Background: an optimization exercise with open tools, aiming at small area. Do not read the settings as production practice.
The RTL was checked by simulation tests, not by an equivalence proof against the original design.
Power is estimated from default activity; no workload was simulated.

oak:
// xmodem_rx
module xmodem_rx (
    input  wire        clk,
    input  wire        rst,
    input  wire        rx_valid,
    input  wire [7:0]  rx_data,
    output wire        tx_valid,
    output wire [7:0]  tx_data,
    input  wire        tx_pop,
    input  wire        tick,
    input  wire        cmd_valid,
    input  wire [7:0]  cmd_op,
    input  wire [7:0]  cmd_arg,
    output reg         rsp_valid,
    output reg  [1:0]  rsp_status,
    output wire [31:0] rsp_data,
    output reg         buf_we,
    output wire [9:0]  buf_addr,
    output reg  [7:0]  buf_wdata,
    output wire        irq
);
    localparam [2:0] S_IDLE = 3'd0, S_WAIT_HEADER = 3'd1, S_WAIT_SEQ = 3'd2,
                     S_WAIT_CSEQ = 3'd3, S_RECEIVE_DATA = 3'd4, S_DONE = 3'd5,
                     S_CANCELLED = 3'd6, S_FAILED = 3'd7;
    localparam [1:0] ST_OK = 2'd0, ST_BUSY = 2'd1, ST_INVALID = 2'd2, ST_EMPTY = 2'd3;
    localparam [1:0] T_NAK = 2'd0, T_C = 2'd1, T_ACK = 2'd2, T_CAN = 2'd3;
    localparam [2:0] K_FRAME128 = 3'd0, K_DONE = 3'd1, K_CANCELLED = 3'd2,
                     K_BAD = 3'd3, K_TIMEOUT = 3'd4, K_FRAME1K = 3'd5;
    localparam [7:0] TIMEOUT = 8'd200;
    reg [2:0]  state;
    reg        mode;
    reg        first;
    reg [7:0]  expected_seq;
    reg [7:0]  rx_seq;
    reg        size_1k;
    reg [10:0] count;
    reg        tcount;
    reg [3:0]  retry;
    reg [7:0]  timer;
    reg [15:0] acc;           
    reg        tick_pend;
    reg [7:0]  ev_seq;        
    reg        rsp_s, rsp_c, rsp_t, rsp_e;
    reg        rsp_snap;      
    reg [2:0]  rsp_kind;
    wire       ring_nonempty;
    wire [7:0] ring_head;
    wire       rx_overflow;
    wire [1:0] txq_head;
    wire [3:0] evq_head;
    wire       tx_full, tx_lt3, txq_empty;
    wire       ev_full, evq_empty;
    function [15:0] swap16;
        input [15:0] x;
        swap16 = {x[7:0], x[15:8]};
    endfunction
    function [15:0] step_ccitt;
        input [15:0] c;
        input [7:0]  b;
        integer i;
        reg [15:0] x;
        begin
            x = c ^ {b, 8'h00};
            for (i = 0; i < 8; i = i + 1)
                x = x[15] ? ((x << 1) ^ 16'h1021) : (x << 1);
            step_ccitt = x;
        end
    endfunction
    wire active = (state != S_IDLE) && (state <= S_RECEIVE_DATA);
    reg [2:0]  n_state;
  ...
Size in the first run: roughly 1200 cells after synthesis.
==> flow/config.mk <==
export PLATFORM = sky130hd
export DESIGN_NAME = xmodem_rx
export DESIGN_NICKNAME = xmodem_rx
export VERILOG_FILES = /design/flow/design.v
export SDC_FILE = /design/flow/constraint.sdc
export NUM_CORES = 4
export LEC_CHECK = 0
export CAP_MARGIN = 0
export CORE_MARGIN = 2
export CORE_UTILIZATION = 60
export CTS_BUF_LIST = sky130_fd_sc_hd__clkbuf_8
export CTS_CLUSTER_DIAMETER = 60
export CTS_CLUSTER_SIZE = 16
export SLEW_MARGIN = 0
==> flow/constraint.sdc <==
create_clock -name core_clock -period 8.0 [get_ports {clk}]
set_input_delay 1.6000 -clock core_clock [delete_from_list [all_inputs] [get_ports {clk}]]
set_output_delay 1.6000 -clock core_clock [all_outputs]
set_load 0.01 [all_outputs]
standard.sh (not shown) runs the stock make flow with config.mk's settings and CLKGATE_MAP_FILE= SYNTH_SCRIPT=/design/flow/synth_recipe.tcl, a recipe that flattens the netlist after the stock synthesis.
==> flow/flow/run.sh <==
#!/bin/bash
# Own layout flow: the standard ORFS flow with two changes.
#  1. Synthesis is the standard synthesis script, except that ABC maps
#     the combinational logic with an area-oriented script (flow/area.script)
#     instead of ORFS's delay-oriented one. Flip-flops are mapped before ABC
#     runs, so the registers (names, count, cell types) are unchanged.
#  2. Port buffers use the smallest buffer cell (buf_1); every input and
#     output port still gets its buffer.
# Each tool's full output goes to a log file in this folder.
set -euo pipefail
HERE=$(pwd)
FLOWDIR=$HERE/flow

# ORFS synthesis script with the ABC script replaced
sed 's#^\(  *\)log_cmd abc {\*}$abc_args#\1set abc_args [lreplace $abc_args 1 1 '"$FLOWDIR"'/area.script]\n\1log_cmd abc {*}$abc_args#' \
    "$FLOW_HOME/scripts/synth.tcl" > "$HERE/own_synth_orfs.tcl"
grep -q "area.script" "$HERE/own_synth_orfs.tcl"

# The standard flow's synthesis wrapper, sourcing the script above
sed 's#source \$::env(SCRIPTS_DIR)/synth.tcl#source '"$HERE"'/own_synth_orfs.tcl#' \
    "$HERE/synth_recipe.tcl" > "$HERE/own_synth.tcl"
grep -q "own_synth_orfs.tcl" "$HERE/own_synth.tcl"

bash "$HERE/standard.sh" \
    "SYNTH_SCRIPT=$HERE/own_synth.tcl" \
    "BUFFER_PORTS_ARGS=-buffer_cell sky130_fd_sc_hd__buf_1" \
    finish > "$HERE/flow_make.log" 2>&1
test -s "$HERE/out/final.def"
==> flow/flow/area.script <==
strash
balance -l; resub -K 6 -l; rewrite -l; resub -K 6 -N 2 -l; refactor -l; resub -K 8 -l; balance -l; resub -K 8 -N 2 -l; rewrite -l; resub -K 10 -l; rewrite -z -l; resub -K 10 -N 2 -l; balance -l; resub -K 12 -l; refactor -z -l; resub -K 12 -N 2 -l; rewrite -z -l; balance -l
dch -f
amap -m -A 8
topo
strash
dch -f
amap -m -A 8
topo
What pine does differently from oak at the input level:
# oak
export LEC_CHECK = 0
export CAP_MARGIN = 0
export CORE_MARGIN = 2
export CORE_UTILIZATION = 60
export CTS_BUF_LIST = sky130_fd_sc_hd__clkbuf_8
export CTS_CLUSTER_DIAMETER = 60
export CTS_CLUSTER_SIZE = 16
export SLEW_MARGIN = 0
create_clock -name core_clock -period 8.0 [get_ports {clk}]
# pine
export LEC_CHECK = 0
export CAP_MARGIN = 0
export CORE_MARGIN = 2
export CORE_UTILIZATION = 70
export CTS_BUF_LIST = sky130_fd_sc_hd__clkbuf_8
export CTS_CLUSTER_DIAMETER = 60
export CTS_CLUSTER_SIZE = 16
export SLEW_MARGIN = 0
create_clock -name core_clock -period 8.0 [get_ports {clk}]
Results
The first-pass GRT wire length in pine sits about 3% above the value recorded for oak. Between oak and pine, the clock transition at the register clock pins on the worst setup and hold paths after CTS does not differ in any meaningful way. Re global-route usage over all layers: oak and pine aren't equal, and the higher value belongs to pine. Diff oak and pine: final area lower in pine. Sort oak and pine by total power asc -> top: pine. Changes observed in pine relative to oak: number of synthesized flops with an enable pin held; count of non-CTS buffers in the layout stayed essentially flat.

## static timing again, ports no longer ideal
Ports are ideal in the flow. The routed layouts listed here were re-timed in OpenROAD.
Step 1 sets driving cells, clkbuf_16 on the clock port and buf_2 on the other inputs (assumed; they add their load-dependent delay and slew).
Step 2 also shifts input and output timing later by t, the mid clock arrival at the registers, as if the neighbouring blocks saw the same clock.
Three values: ideal ports, drivers, drivers and shift; two values: the first two.
run | t, ns | slack for setup (ns) | worst hold slack (ns) | worst setup path at the end | latest minus earliest clock arrival (ns)
oak | 0.581 | 1.140 / 1.140 / 1.140 | 0.455 / 0.455 / 0.455 | register to register | 0.048 / 0.048
pine | 0.558 | 1.232 / 1.232 / 1.232 | 0.454 / 0.454 / 0.454 | register to register | 0.031 / 0.031
After both steps every run listed still meets setup and hold.
